From an optimization exercise on the open Yosys and OpenROAD flow, aimed at small area, a short achievable clock period and few clock cycles per item; shortcuts taken in it are not production practice. Only simulation tests tie the RTL to the original design; equivalence was not proved. Power is estimated from default activity; no workload was simulated.

==> design.v <==
module upb_freq_codec (
    input             clk,
    input             rst,           
    input             in_valid,
    output            in_ready,
    input      [3:0]  in_op,         
    input             in_layout,     
    input      [31:0] in_freq,
    input      [31:0] in_fcint,
    input      [31:0] in_fcfrac,
    input      [15:0] in_dreg0,
    input      [15:0] in_dreg1,
    output            out_valid,
    output     [3:0]  out_fcause,    
    output     [31:0] out_freq,
    output     [7:0]  out_fcint,
    output     [23:0] out_fcfrac,
    output     [15:0] out_dreg0,
    output     [15:0] out_dreg1
);
    localparam [17:0] D     = 18'd215625;
    localparam [31:0] F_MIN = 32'd775_000_000;
    localparam [31:0] F_MAX = 32'd1_100_000_000;
    reg          busy;       
    reg          mode;       
    reg  [3:0]   cnt;
    reg  [17:0]  rem;        
    reg  [32:0]  S;          
    reg          ov;
    reg  [2:0]   fc;
    assign in_ready = ~busy;
    assign out_valid = ov;
    assign out_fcause = {1'b0, fc};
    wire hz = (in_op == 4'hB);
    wire rh = (in_op == 4'hC);
    wire st = (in_op == 4'hD);
    wire rs = (in_op == 4'hE);
    wire freq_bad = (in_freq < F_MIN) || (in_freq > F_MAX);
    wire a_bad = (|in_fcint[31:6]) || (|in_fcfrac[31:19]);
    wire b_bad = (|in_fcint[31:8]) || (|in_fcfrac[31:24]);
    wire f_flt = hz & freq_bad;
    wire r_flt = (rh & a_bad) | (st & (in_layout ? a_bad : b_bad));
    wire ill   = ~(hz | rh | st | rs);
    wire go    = (hz & ~freq_bad) | (rh & ~a_bad);
    wire [18:0] p0 = 1024 + D * in_fcfrac[0:0];
    reg  [32:0] S_ld;
    always @(*) begin
        case ({in_op[1:0], in_layout})
            3'b110, 3'b111: S_ld = {in_freq[12], in_freq[11], in_freq[10], in_freq[9], in_freq[8], in_freq[7], in_freq[6], in_freq[5], in_freq[4], in_freq[3], in_freq[2], in_freq[1], in_freq[0], 1'b0, 1'b0, 1'b0, 1'b0, 1'b0, 1'b0, 1'b0, 1'b0, 1'b0, 1'b0, 1'b0, 1'b0, 1'b0, 1'b0, 1'b0, 1'b0, 1'b0, 1'b0, 1'b0, 1'b0};
            3'b000, 3'b001: S_ld = {p0[0], 1'b0, 1'b0, 1'b0, 1'b0, 1'b0, 1'b0, 1'b0, 1'b0, in_fcint[5], in_fcint[4], in_fcint[3], in_fcint[2], in_fcint[1], in_fcint[0], in_fcfrac[18], in_fcfrac[17], in_fcfrac[16], in_fcfrac[15], in_fcfrac[14], in_fcfrac[13], in_fcfrac[12], in_fcfrac[11], in_fcfrac[10], in_fcfrac[9], in_fcfrac[8], in_fcfrac[7], in_fcfrac[6], in_fcfrac[5], in_fcfrac[4], in_fcfrac[3], in_fcfrac[2], in_fcfrac[1]};
            3'b010:         S_ld = {1'b0, in_fcint[7], in_fcint[6], in_fcfrac[23], in_fcfrac[22], in_fcfrac[21], in_fcfrac[20], in_fcfrac[19], in_fcfrac[0], in_fcint[5], in_fcint[4], in_fcint[3], in_fcint[2], in_fcint[1], in_fcint[0], in_fcfrac[18], in_fcfrac[17], in_fcfrac[16], in_fcfrac[15], in_fcfrac[14], in_fcfrac[13], in_fcfrac[12], in_fcfrac[11], in_fcfrac[10], in_fcfrac[9], in_fcfrac[8], in_fcfrac[7], in_fcfrac[6], in_fcfrac[5], in_fcfrac[4], in_fcfrac[3], in_fcfrac[2], in_fcfrac[1]};
            3'b011:         S_ld = {1'b0, 1'b0, 1'b0, in_fcfrac[7], in_fcfrac[6], in_fcfrac[5], in_fcfrac[4], in_fcfrac[3], in_fcfrac[9], 1'b0, 1'b0, 1'b0, 1'b0, 1'b1, in_fcfrac[8], in_fcfrac[2], in_fcfrac[1], in_fcfrac[0], in_fcint[5], in_fcint[4], in_fcint[3], in_fcint[2], in_fcint[1], in_fcint[0], in_fcfrac[18], in_fcfrac[17], in_fcfrac[16], in_fcfrac[15], in_fcfrac[14], in_fcfrac[13], in_fcfrac[12], in_fcfrac[11], in_fcfrac[10]};
            3'b100:         S_ld = {in_dreg0[15], in_dreg0[14], in_dreg0[7], in_dreg0[6], in_dreg0[5], in_dreg0[4], in_dreg0[3], in_dreg0[13], in_dreg0[12], in_dreg0[11], in_dreg0[10], in_dreg0[9], in_dreg0[8], in_dreg0[2], in_dreg0[1], in_dreg0[0], in_dreg1[15], in_dreg1[14], in_dreg1[13], in_dreg1[12], in_dreg1[11], in_dreg1[10], in_dreg1[9], in_dreg1[8], in_dreg1[7], in_dreg1[6], in_dreg1[5], in_dreg1[4], in_dreg1[3], in_dreg1[2], in_dreg1[1], in_dreg1[0], 1'b0};
            default:        S_ld = {1'b0, 1'b0, 1'b0, 1'b0, 1'b0, 1'b0, 1'b0, in_dreg1[15], in_dreg1[14], in_dreg1[13], in_dreg1[12], in_dreg1[11], in_dreg1[10], in_dreg1[9], in_dreg1[8], in_dreg1[7], in_dreg1[6], in_dreg1[5], in_dreg1[4], in_dreg1[3], in_dreg1[2], in_dreg1[1], in_dreg1[0], in_dreg0[8], in_dreg0[7], in_dreg0[6], in_dreg0[5], in_dreg0[4], in_dreg0[3], in_dreg0[2], in_dreg0[1], in_dreg0[0], 1'b0};
        endcase
    end
    wire [17:0] rem_ld = in_op[0] ? in_freq[30:13] : p0[18:1];
    wire [19:0] T = {rem, S[32:31]};
    wire [20:0] dv1 = {1'b0, T} - 21'd215625;
    wire [20:0] dv2 = {1'b0, T} - 21'd431250;
    wire [20:0] dv3 = {1'b0, T} - 21'd646875;
    reg  [1:0] dq;
    reg  [17:0] dr;
    always @(*) begin
        dq = 2'd0; dr = T[17:0];
        if (!dv1[20]) begin dq = 2'd1; dr = dv1[17:0]; end
        if (!dv2[20]) begin dq = 2'd2; dr = dv2[17:0]; end
        if (!dv3[20]) begin dq = 2'd3; dr = dv3[17:0]; end
    end
    reg  [20:0] md;
    always @(*) begin
        case (S[2:0])
            3'd0: md = 21'd0;
            3'd1: md = 21'd215625;
            3'd2: md = 21'd431250;
            3'd3: md = 21'd646875;
            3'd4: md = 21'd862500;
            3'd5: md = 21'd1078125;
            3'd6: md = 21'd1293750;
            3'd7: md = 21'd1509375;
            default: md = 21'd0;
        endcase
    end
    wire [20:0] ms = {3'd0, rem} + md;
    wire last = (cnt == 4'd15);
    always @(posedge clk) begin
        if (rst) begin
            busy <= 1'b0;
            ov   <= 1'b0;
        end else if (busy) begin
            ov <= last;
            if (last) busy <= 1'b0;
        end else begin
            ov   <= in_valid & ~go;
            busy <= in_valid & go;
        end
    end
    always @(posedge clk) begin
        if (busy) begin
            cnt <= cnt + 4'd1;
            if (mode) begin
                rem <= dr;
                S   <= {S[30:0], dq};
            end else begin
                rem <= ms[20:3];
                S   <= {ms[2:0], S[32:3]};
            end
        end else begin
            mode <= in_op[0];
            cnt  <= in_op[0] ? 4'd3 : 4'd8;
            fc   <= {f_flt | r_flt, ill | f_flt | r_flt, r_flt};
            rem  <= rem_ld;
            S    <= S_ld;
        end
    end
    assign {out_fcint, out_fcfrac} = {S[32], S[31], S[25], S[24], S[23], S[22], S[21], S[20], S[30], S[29], S[28], S[27], S[26], S[19], S[18], S[17], S[16], S[15], S[14], S[13], S[12], S[11], S[10], S[9], S[8], S[7], S[6], S[5], S[4], S[3], S[2], S[1]};
    assign {out_dreg0, out_dreg1}  = {S[31], S[30], S[23], S[22], S[21], S[20], S[19], S[18], S[29], S[28], S[27], S[26], S[25], S[17], S[16], S[15], S[14], S[13], S[12], S[11], S[10], S[9], S[8], S[7], S[6], S[5], S[4], S[3], S[2], S[1], S[0], S[24]};
    assign out_freq = {1'b0, rem[17:0], S[32:20]};
endmodule
==> run.sh <==
#!/bin/bash
# synth_recipe.tcl (not shown) runs the flow's synth.tcl, then flattens the netlist and writes it again
# the make line also repeats each setting of config.mk as NAME=value (left out here)
make -C /OpenROAD-flow-scripts/flow DESIGN_CONFIG=/design/flow/config.mk WORK_HOME=/design/flow/orfs CLKGATE_MAP_FILE= SYNTH_SCRIPT=/design/flow/synth_recipe.tcl finish
==> config.mk <==
export PLATFORM = sky130hd
export DESIGN_NAME = upb_freq_codec
export DESIGN_NICKNAME = upb_freq_codec
export VERILOG_FILES = /design/flow/design.v
export SDC_FILE = /design/flow/constraint.sdc
export NUM_CORES = 4
export LEC_CHECK = 0
export CAP_MARGIN = 20
export CORE_MARGIN = 2
export CORE_UTILIZATION = 40
export SLEW_MARGIN = 20
==> constraint.sdc <==
create_clock -name core_clock -period 11.0 [get_ports {clk}]
set_input_delay 2.2000 -clock core_clock [delete_from_list [all_inputs] [get_ports {clk}]]
set_output_delay 2.2000 -clock core_clock [all_outputs]
set_load 0.01 [all_outputs]
==> results by group, run 1 <==
Yosys
  – Synth Area in Compound Gates: 32.5%
  – Simple-gate share of the synthesized area: 15.4%
  – Multiplexer area fraction after synthesis: 7.69%
  – Main synth FF type: dfxtp_1
  – Sequential area share after synthesis: 22.6%
  – Combinational family with the most area after synthesis: compound AO/OA/AOI/OAI gates
  – Adder-Cell Fraction of Synth Area: 6.10%
  – Cell area after synthesis: 6480 sq um
  – XOR/XNOR Fraction of Synth Area: 5.41%
  – Flops & latches, synth: 71
  – Post-synth EDFFs: 4
  – Yosys cell types: 80
  – Syn Inst Count: 823
  – Yosys warns: 1
  – Syn avg cell area: 7.87 sq um
  – Async S/R FF share, synth: 0%

Run
  – Maxcap violations: 0

STA
  – Fin Clk Skew: 6.12 ps
  – Maximum clock rate: 0.206 GHz
  – Setup TNS: 0 ps
  – Final Hold Fails: 0
  – RSZ-0062 raised after global routing: no
  – Minimum clock period after layout: 4850 ps
  – Part of the cycle the worst path needs: 44.1%
  – Fin. max-slew vios: 0
  – Worst-margin pin slew: 1090 ps
  – Min Hold Slack: 487 ps
  – # setup viols final: 0
  – Post-route setup slack: 6150 ps
  – Rel. slew slack: 27.0%

GRT
  – Largest net degree at the start of global routing: 36
  – Total gr overflow: 0
  – Initial antenna violation count: 0
  – First-pass GRT wire length: 41.3 mm
  – Vias in the first global route: 6889
  – GR Util All Layers: 30.8%

Die
  – Die footprint: 17200 sq um
  – Starting Density: 40.9%
  – I/O Pins: 238
  – Row cnt: 46
  – Die width: 131 microns
  – Core box area: 15800 sq um
  – Die Ht: 131 microns

Place
  – Detailed placement HPWL: 21.5 mm
  – Pre-CTS setup slack: 5830 ps
  – Area post-placement: 8570 sq um
  – PortBufs: 235
  – Placer congestion estimate: 1.02

Setup path
  – Crit-path slowest cell: nor2_1
  – CP Capture Type: register
  – Critical path's largest stage delay: 790 ps
  – Reg-to-reg endpoint: rem[8]
  – Instance count on the critical path: 8
  – R2R cell count: 8
  – Startpoint Class: input pin
  – Worst path required time: 11240 ps
  – Type of the worst setup path: in -> reg
  – CP top delay family: simple AND/OR/NAND/NOR gates
  – CP cell instances: clkdlybuf4s50_1 -> buf_4 -> nand2_1 -> nor2_1 -> a22oi_1 -> o22ai_4 -> ha_1 -> mux2_2
  – FF-to-FF Start: S[31]
  – Arrival @ worst endpoint: 5090 ps
  – Reg2reg setup slack: 7590 ps
  – Crit path max fanout: 25
  – Worst setup endpoint: md[18]
  – Buf/Inv on CP: 2
  – Worst Setup SP: in_layout

Detailed routing
  – WL per Instance: 22.9 microns
  – Via count: 7287
  – DR vias/cell: 6.08
  – DRT iter0 DRCs: 820
  – # DRC: 0
  – Drt first pass iters: 5
  – Post-detailed-route count of antenna-violating nets: 0
  – Post-detailed-routing wire length: 27.5 mm

Run status
  – Outcome: finished clean

Finish
  – Cell area after layout: 8890 sq um
  – Leading cell type in the layout, fill and taps excluded: clkdlybuf4s50_1
  – Antenna Cells: 0
  – P&R area growth vs syn: 37.3%
  – Share of layout cells above drive strength 1: 6.82%
  – Most frequent cells in the layout: 235 x clkdlybuf4s50_1, 83 x a21oi_1, 67 x dfxtp_1
  – Nets: 1145

Clocking
  – Clock root cell: clkbuf_16
  – Clock Tree Buf Depth: 2
  – Post-CTS Resized: 0
  – H-tree level count: 3
  – Reg clk slew, reported paths: 60 ps
  – CTS buffer count: 9
  – Hold-fix buffers, CTS: 0
  – Clock latency on the worst-skew pair: 350 ps
  – Post CTS Setup Buffer Count: 0
  – Clock sink count: 71
  – CTS tree: built

Power and ir drop
  – Max IR drop VDD: 0.0826 mV
  – Sw power: 0.000353 W
  – Switching Share: 34.2%
  – Gate power share: 36.2%
  – Part of the power in the clock network: 31.9%
  – Internal power: 0.000681 W
  – Sequential power share: 31.9%
  – Power density over cell area: 116 nW/um^2
  – Static leakage: 3.37 nW

Min path
  – Worst Hold Class: reg -> reg
[how the worst min path moves through the flow]
stage | start | endpoint | slack, ps | cells past startpoint
3_3_place_gp | cnt[0] | cnt[0] | 450 | 1
2_1_floorplan | cnt[0] | cnt[0] | 430 | 1
4_1_cts | cnt[0] | cnt[0] | 490 | 1
5_1_grt | cnt[0] | cnt[0] | 520 | 1
3_5_place_dp | cnt[0] | cnt[0] | 480 | 1
6_report | cnt[0] | cnt[0] | 490 | 1
[synth_stat cells (4+ instances only)]
master | instances | area (sq um)
a222oi_1 | 5 | 50.1
ha_1 | 30 | 375
a31oi_1 | 19 | 119
edfxtp_1 | 4 | 120
nor4_1 | 13 | 81.3
xor2_1 | 16 | 140
nor3_1 | 9 | 45.0
buf_2 | 12 | 60.1
o31ai_1 | 4 | 30.0
nand2_1 | 56 | 210
xnor2_1 | 24 | 210
and3_1 | 8 | 50.1
a211oi_1 | 9 | 67.6
o211ai_1 | 7 | 52.6
nor3b_1 | 4 | 30.0
o21ai_1 | 6 | 30.0
buf_4 | 50 | 375
a22o_1 | 7 | 61.3
mux2i_1 | 25 | 250
nor2_1 | 48 | 180
o21bai_1 | 6 | 45.0
buf_1 | 6 | 22.5
dfxtp_1 | 67 | 1340
o22ai_1 | 30 | 188
inv_1 | 15 | 56.3
or3_1 | 6 | 37.5
nand4_1 | 8 | 50.1
a221oi_1 | 10 | 87.6
mux2_2 | 22 | 248
nor2b_1 | 12 | 75.1
a22oi_1 | 27 | 203
a21o_1 | 12 | 90.1
o21a_1 | 8 | 60.1
nand3_1 | 18 | 90.1
and2_1 | 4 | 25.0
clkbuf_1 | 30 | 113
o21ai_0 | 48 | 240
a21oi_1 | 83 | 415
[stage by stage]
| stage | instances | total power [W] | utilization [%] |
|---|---|---|---|
| 6_report | 1199 | 0.00103 | 56.2 |
| 5_1_grt | 1199 | 0.00108 | 56.2 |
| 4_1_cts | 1199 | 0.00103 | 56.2 |
| 3_5_place_dp | 1183 | 0.000703 | 54.1 |
| 3_3_place_gp | 1183 | 0.000700 | 54.1 |
| 2_1_floorplan | 824 | 0.000543 | - |
[worst reg2reg max path: stages (launching register included)]
cell and delay, ps:
dfxtp_1 620, ha_1 290, o21ai_1 180, o31ai_2 620, a21oi_4 300, nor2_1 760
a222oi_1 300, o31ai_1 150, a31oi_1 60
[logic make-up after synthesis]
kind of cell             after synthesis
AO/OA/AOI/OAI                        314
AND/OR/NAND/NOR                      201
buffers and inverters                118
flip-flops                            71
multiplexers                          47
XOR/XNOR                              40
adder cells (fa/ha/maj)               31
other                                  1
[registers in the layout (all words and copies together), names as in the netlist]
signal and count:
S 33, mode 1, busy 1, md 10
fc 3, rem 18, ov 1, cnt 4
[power groups by stage]
| stage | Clock (W) | Sequential [W] | Combinational (W) |
|---|---|---|---|
| floorplan | 0 | 0.000316 | 0.000227 |
| global placement | 0 | 0.000335 | 0.000365 |
| detailed placement | 0 | 0.000335 | 0.000367 |
| CTS | 0.000333 | 0.000330 | 0.000370 |
| global route | 0.000342 | 0.000334 | 0.000401 |
| finish | 0.000330 | 0.000330 | 0.000374 |
[final cells by class]
class / instances / area, sq um
Clock buffer: 9 / 225
Multi-Input combinational cell: 635 / 4350
Tap cell: 216 / 270
Inverter: 17 / 63.8
Clock inverter: 7 / 103
Fill cell: 1482 / 6930
Timing Repair Buffer: 244 / 2420
Sequential cell: 71 / 1460
[per-layer routing]
layer / track usage, % / vias up / share of wire, %
li1: - / 3366 / -
met4: 8.82 / 0 / 2.2
met5: 0 / - / 0
met2: 48.3 / 398 / 45
met3: 7.68 / 39 / 9.2
met1: 42.0 / 3484 / 44
Testbench counts, summed over its fixed seeds: cycles 20,663, items 2,400.
==> inputs of run 2 (changes only) <==
==> flow/run.sh (new file) <==
#!/bin/bash
# Standard ORFS layout (standard.sh), with the port buffers made of the smallest buffer
# and timing repair aiming below the clock period. Each step's output goes to its own log.
set -euo pipefail
export BUFFER_PORTS_ARGS="-buffer_cell sky130_fd_sc_hd__buf_1"
if [[ -f flow/margin.txt ]]; then export SETUP_SLACK_MARGIN=$(cat flow/margin.txt); fi
bash standard.sh synth > synth.log 2>&1
bash standard.sh floorplan > floorplan.log 2>&1
bash standard.sh place > place.log 2>&1
bash standard.sh cts > cts.log 2>&1
bash standard.sh route > route.log 2>&1
bash standard.sh finish > finish.log 2>&1
==> flow/margin.txt (new file) <==
7.5
==> standard.sh (new file) <==
#!/bin/bash
# synth_recipe.tcl (not shown) runs the flow's synth.tcl, then flattens the netlist and writes it again
# the make line also repeats each setting of config.mk as NAME=value (left out here)
make -C /OpenROAD-flow-scripts/flow DESIGN_CONFIG=/design/flow/config.mk WORK_HOME=/design/flow/orfs CLKGATE_MAP_FILE= SYNTH_SCRIPT=/design/flow/synth_recipe.tcl "${@:-finish}"
removed: run.sh
==> run 2 against run 1 <==
Compared with the run above:
- sequential cell count is the same
- non-clock buffer count rose by 32
- clock power shrank 4%
- fmax rose by 31%
- synthesized cell count unchanged
- clock skew is 2.4 ps higher
- largest power group unchanged
- synthesized area unchanged
- critical path type unchanged
==> results by group, run 2 <==
Yosys
  – Yosys cell types: 80
  – Combinational family with the most area after synthesis: compound AO/OA/AOI/OAI gates
  – Largest cells by area after synthesis: dfxtp_1 21%, a21oi_1 6.4%, buf_4 5.8%, ha_1 5.8%, mux2i_1 3.9%
  – Synth Area in Compound Gates: 32.5%
  – XOR/XNOR Fraction of Synth Area: 5.41%
  – Adder-Cell Fraction of Synth Area: 6.10%
  – Main synth FF type: dfxtp_1
  – Sequential area share after synthesis: 22.6%
  – Post-synth EDFFs: 4
  – Top-count cell post-synth: a21oi_1
  – Commonest cells post-synth: 83 x a21oi_1, 67 x dfxtp_1, 56 x nand2_1, 50 x buf_4
  – Yosys top cell by area: dfxtp_1
  – Async S/R FF share, synth: 0%
  – Cell area after synthesis: 6480 sq um
  – Yosys warns: 1
  – Flops & latches, synth: 71
  – Syn avg cell area: 7.87 sq um
  – Multiplexer area fraction after synthesis: 7.69%
  – Syn Inst Count: 823
  – Simple-gate share of the synthesized area: 15.4%
  – Top cell type's share of synthesized area: 20.7%

Clocking
  – H-tree level count: 3
  – Reg clk slew, reported paths: 60 ps
  – CTS tree: built
  – Clock sink count: 71
  – CTS buffer count: 9
  – Clock root cell: clkbuf_16
  – Clock Tree Buf Depth: 2
  – Clock latency on the worst-skew pair: 350 ps

Power and ir drop
  – Power density over cell area: 120 nW/um^2
  – Static leakage: 3.08 nW
  – Max IR drop VDD: 0.0794 mV

STA
  – # setup viols final: 0
  – Setup TNS: 0 ps
  – Fin. max-slew vios: 0
  – Part of the cycle the worst path needs: 33.6%
  – Fin Clk Skew: 8.56 ps
  – Rel. slew slack: 30.3%
  – Maximum clock rate: 0.271 GHz
  – Final Hold Fails: 0
  – Minimum clock period after layout: 3690 ps
  – Worst-margin pin slew: 1040 ps
  – RSZ-0062 raised after global routing: yes

Detailed routing
  – # DRC: 0
  – Drt first pass iters: 6
  – Post-detailed-route count of antenna-violating nets: 0
  – Post-detailed-routing wire length: 26.6 mm
  – Via count: 7463
  – WL per Instance: 21.5 microns
  – DR vias/cell: 6.05
  – DRT iter0 DRCs: 768

Finish
  – Leading cell type in the layout, fill and taps excluded: buf_1
  – P&R area growth vs syn: 25.6%
  – Area of the multi-input gates: 4610 sq um
  – Layout fillers: 1598
  – Share of layout cells above drive strength 1: 14.6%
  – Sequential standard cell area: 1470 sq um
  – Nets: 1180
  – Max FFs per register: 33
  – Post-route insts no fill: 1234
  – Largest Register: S
  – Antenna Cells: 0
  – Most frequent cells in the layout: 224 x buf_1, 79 x a21oi_1, 62 x dfxtp_1

Setup path
  – Arrival @ worst endpoint: 3920 ps
  – Startpoint Class: input pin
  – Worst path required time: 11230 ps
  – Type of the worst setup path: in -> reg
  – CP Capture Type: register
  – Crit path max fanout: 3

Place
  – Detailed placement HPWL: 19.1 mm
  – Placer congestion estimate: 0.952
  – Placed cells: 1181
  – PortBufs: 235

Die
  – I/O Pins: 238
  – Core box area: 15800 sq um
  – Die Ht: 131 microns
  – Row cnt: 46
  – Die footprint: 17200 sq um
  – Die width: 131 microns
  – Starting Density: 40.9%

GRT
  – Initial antenna violation count: 0
  – GR Util All Layers: 29.1%
  – Vias in the first global route: 7002
  – Largest net degree at the start of global routing: 42
  – First-pass GRT wire length: 39.5 mm
  – Total gr overflow: 0

Run
  – Maxcap violations: 0

Min path
  – Worst Hold Class: reg -> reg

Run status
  – Outcome: finished clean
[run 2: critical path, stage by stage]
cell and delay (ps):
buf_6 90, or4b_4 530, nor3_4 200, nand4_1 280
o2111ai_2 280, a21oi_2 100, a2111oi_0 240
[run 2: what timing repair did]
action,4_1_cts,5_1_grt
setup endpoints to repair,58,46
setup buffers,9,21
gates cloned,5,2
gates resized for setup,47,34
hold buffers,0,0
pin swaps,6,11
[run 2: final cells by class]
| type | instances | area share (%) |
|---|---|---|
| inverters | 17 | 0.861 |
| flip-flops and latches | 71 | 18.0 |
| multi-input cells | 638 | 56.7 |
| well taps | 216 | 3.32 |
| clock buffers | 11 | 3.25 |
| clock inverters | 5 | 0.661 |
| repair buffers | 276 | 17.1 |
[run 2: path summary, 6_finish.rpt]
| path | start | endpoint | slack (ps) | cells past startpoint |
|---|---|---|---|---|
| min reg2reg | cnt[0] | cnt[0] | 460 | 1 |
| max reg2reg | S[32] | md[18] | 7870 | 11 |
| min | cnt[0] | cnt[0] | 460 | 1 |
| max | in_freq[27] | ov | 7310 | 7 |
[run 2: layer usage]
metal / track usage, % / share of wire (%) / vias to the layer above
met3: 6.75 / 9.1 / 82
met1: 38.4 / 42 / 3482
li1: - / - / 3452
met5: 0 / 0 / -
met2: 45.9 / 45 / 447
met4: 11.8 / 3.7 / 0
[run 2: report_power, final]
group	total, W	internal, W	switching [W]
clock	0.000316	0.000195	0.000121
sequential	0.000328	0.000284	0.0000444
combinational	0.000333	0.000145	0.000188
[run 2: through the flow]
step | util (%) | setup slack, ps | hold slack (ps) | power (W) | instance area, sq um
CTS | 49.3 | 7380 | 466 | 0.000956 | 7810
global placement | 44.9 | 6550 | 447 | 0.000629 | 7110
finish | 51.4 | 7310 | 460 | 0.000977 | 8140
global route | 51.4 | 7260 | 486 | 0.00102 | 8140
detailed placement | 44.9 | 6450 | 458 | 0.000628 | 7110
floorplan | - | 7340 | 432 | 0.000546 | 6570
[run 2: cell families after synthesis]
| logic type | count (synthesis) |
|---|---|
| mux | 47 |
| fa+ha+maj | 31 |
| xor+xnor | 40 |
| compound gates | 314 |
| flops | 71 |
| simple gates | 201 |
| buf+inv | 118 |
| other cells | 1 |
==> inputs of run 3 (changes only) <==
removed: flow/margin.txt
==> run 3 against run 2 <==
Compared with the run above:
- setup slack got worse by 720 ps
- clock skew shrank 0.58 ps
- fmax fell by 16%
- wire length fell by 6.6%
- sequential cell count stayed put
- via count is 4.2% lower
- sequential share of layout area increased by 1.7 points
==> results by group, run 3 <==
Run status
  – Outcome: finished clean

Clocking
  – H-tree level count: 3
  – Clock latency on the worst-skew pair: 350 ps
  – CTS buffer count: 9
  – Clock Tree Buf Depth: 2
  – Post CTS Setup Buffer Count: 0
  – Reg clk slew, reported paths: 60 ps
  – Post-CTS Resized: 0
  – CTS tree: built
  – Clock sink count: 71
  – Hold-fix buffers, CTS: 0
  – Clock root cell: clkbuf_16

Finish
  – P&R area growth vs syn: 14.1%
  – Antenna Cells: 0
  – Nets: 1144
  – Most frequent cells in the layout: 235 x buf_1, 83 x a21oi_1, 67 x dfxtp_1
  – Largest Register: S
  – Leading cell type in the layout, fill and taps excluded: buf_1
  – Share of layout cells above drive strength 1: 6.72%
  – Max FFs per register: 33

Setup path
  – CP Capture Type: register
  – Crit-path slowest cell: nand2_1
  – CP cell instances: buf_1 -> buf_4 -> nor2b_1 -> nand2_1 -> nand2_1 -> o22ai_4 -> ha_1 -> mux2_2
  – Critical path's largest stage delay: 770 ps
  – CP top delay family: simple AND/OR/NAND/NOR gates
  – Type of the worst setup path: in -> reg
  – Startpoint Class: input pin
  – Most used cell, CP: nand2_1
  – FF-to-FF Start: S[32]
  – Worst path required time: 11240 ps
  – Crit path max fanout: 34
  – Buf/Inv on CP: 2
  – Worst Setup SP: in_op[1]
  – Arrival @ worst endpoint: 4650 ps

GRT
  – GR Util All Layers: 27.8%
  – First-pass GRT wire length: 37.9 mm
  – Total gr overflow: 0
  – Vias in the first global route: 6608
  – Largest net degree at the start of global routing: 36
  – Initial antenna violation count: 0

Die
  – Die width: 131 microns
  – Die footprint: 17200 sq um
  – Die Ht: 131 microns
  – I/O Pins: 238
  – Row cnt: 46
  – Core box area: 15800 sq um
  – Starting Density: 40.9%

Yosys
  – Cell area after synthesis: 6480 sq um
  – Adder-Cell Fraction of Synth Area: 6.10%
  – Flops & latches, synth: 71
  – Top-count cell post-synth: a21oi_1
  – Commonest cells post-synth: 83 x a21oi_1, 67 x dfxtp_1, 56 x nand2_1, 50 x buf_4
  – Yosys cell types: 80
  – Syn avg cell area: 7.87 sq um
  – Multiplexer area fraction after synthesis: 7.69%
  – Simple-gate share of the synthesized area: 15.4%
  – Top cell type's share of synthesized area: 20.7%
  – Yosys warns: 1
  – Async S/R FF share, synth: 0%
  – Post-synth EDFFs: 4
  – Largest cells by area after synthesis: dfxtp_1 21%, a21oi_1 6.4%, buf_4 5.8%, ha_1 5.8%, mux2i_1 3.9%
  – Sequential area share after synthesis: 22.6%
  – Syn Inst Count: 823
  – Yosys top cell by area: dfxtp_1
  – Synth Area in Compound Gates: 32.5%
  – Main synth FF type: dfxtp_1
  – XOR/XNOR Fraction of Synth Area: 5.41%
  – Combinational family with the most area after synthesis: compound AO/OA/AOI/OAI gates

STA
  – Fin. max-slew vios: 0
  – Minimum clock period after layout: 4410 ps
  – Rel. slew slack: 26.3%
  – Final Hold Fails: 0
  – # setup viols final: 0
  – Post-route setup slack: 6590 ps
  – Maximum clock rate: 0.227 GHz
  – Setup TNS: 0 ps
  – RSZ-0062 raised after global routing: no
  – Part of the cycle the worst path needs: 40.1%
  – Worst-margin pin slew: 1100 ps
  – Fin Clk Skew: 7.98 ps

Detailed routing
  – WL per Instance: 20.7 microns
  – Via count: 7151
  – DR vias/cell: 5.97
  – # DRC: 0
  – Post-detailed-routing wire length: 24.8 mm
  – Drt first pass iters: 6
  – Post-detailed-route count of antenna-violating nets: 0
  – DRT iter0 DRCs: 755

Power and ir drop
  – Static leakage: 2.72 nW
  – Power density over cell area: 125 nW/um^2
  – Max IR drop VDD: 0.0816 mV

Min path
  – Hold Crit Start: cnt[0]
  – Worst Hold Class: reg -> reg

Place
  – Detailed placement HPWL: 19.1 mm
  – Placer congestion estimate: 0.963
  – PortBufs: 235
  – Pre-CTS setup slack: 6230 ps

Run
  – Maxcap violations: 0
-- run 3: cell counts after synthesis --
No cell type changed its count.
-- run 3: cell families (layout without fill, tap and decap cells) --
family / count (synthesis) / in the layout
compound gates: 314 / 314
xor+xnor: 40 / 40
fa+ha+maj: 31 / 31
buf+inv: 118 / 276
flops: 71 / 71
mux: 47 / 47
other cells: 1 / 2
simple gates: 201 / 201
-- run 3: cell type report --
cell class | instances | area (sq um)
fillers | 1677 | 8440
multi-input cells | 635 | 4350
flip-flops and latches | 71 | 1460
repair buffers | 243 | 942
well taps | 216 | 270
clock buffers | 10 | 250
inverters | 17 | 63.8
clock inverters | 6 | 50.0
-- run 3: worst reg2reg max path, stage by stage, from the launching register on --
cell and delay [ps]:
dfxtp_1 620, inv_1 200, ha_1 290, nand2b_1 90, a31oi_1 180, a211o_2 400
a21o_4 250, and3_4 210, o22ai_4 230, ha_1 320, mux2_2 260
-- run 3: final timing paths --
path	end	slack, ps	cells past startpoint
max	md[18]	6590	8
min	cnt[0]	470	1
max reg2reg	md[18]	7830	10
min reg2reg	cnt[0]	470	1
-- run 3: stage by stage --
step                      util (%)  power, W  hold WS (ps)  cells  area [sq um]
after floorplan                  -  0.000543           432    824          6480
after global placement        44.8  0.000628           451   1182          7090
after detailed placement      44.8  0.000628           457   1182          7090
after CTS                     46.7  0.000925           469   1198          7390
after global routing          46.7  0.000972           485   1198          7390
final                         46.7  0.000927           465   1198          7390
-- run 3: per-layer routing --
| layer | up-vias | share of wire (%) | global-route usage, % |
|---|---|---|---|
| met5 | - | 0 | 0 |
| met4 | 0 | 2.3 | 8.15 |
| met3 | 42 | 8.2 | 5.90 |
| met2 | 390 | 45 | 44.3 |
| met1 | 3354 | 45 | 37.7 |
| li1 | 3365 | - | - |
-- run 3: report_power, final --
group / total (W) / leakage [nW] / internal [W] / switching (W)
clock network: 0.000298 / 0.141 / 0.000169 / 0.000129
registers: 0.000329 / 0.604 / 0.000284 / 0.0000458
logic: 0.000299 / 1.98 / 0.000124 / 0.000175

-- what the ideal ports hide --
The flow's constraints put no driver on any port. The routed layouts listed below were extracted and timed again, unchanged, in two steps. Step 1 sets driving cells, clkbuf_16 on the clock port and buf_2 on the other inputs (assumed; they add their load-dependent delay and slew). Step 2 moves the port delays by t, midway between the first and last clock arrival at a register: inputs arrive t later, outputs are due t later. That takes back most of the time a late clock gives input paths. Slacks: no drivers / after step 1 / after step 2; pairs: no drivers / after step 1.
| run | shift t [ns] | setup slack, ns | clock arrival spread, ns |
|---|---|---|---|
| run 1 | 0.386 | 6.150 / 6.169 / 5.783 | 0.006 / 0.006 |
| run 2 | 0.389 | 7.309 / 7.315 / 6.926 | 0.009 / 0.009 |
| run 3 | 0.393 | 6.593 / 6.604 / 6.211 | 0.008 / 0.008 |
After both steps every run listed still meets setup and hold. For run 2, which loses most, drivers alone change the setup slack by +0.006 ns; drivers and shift together by -0.383 ns.
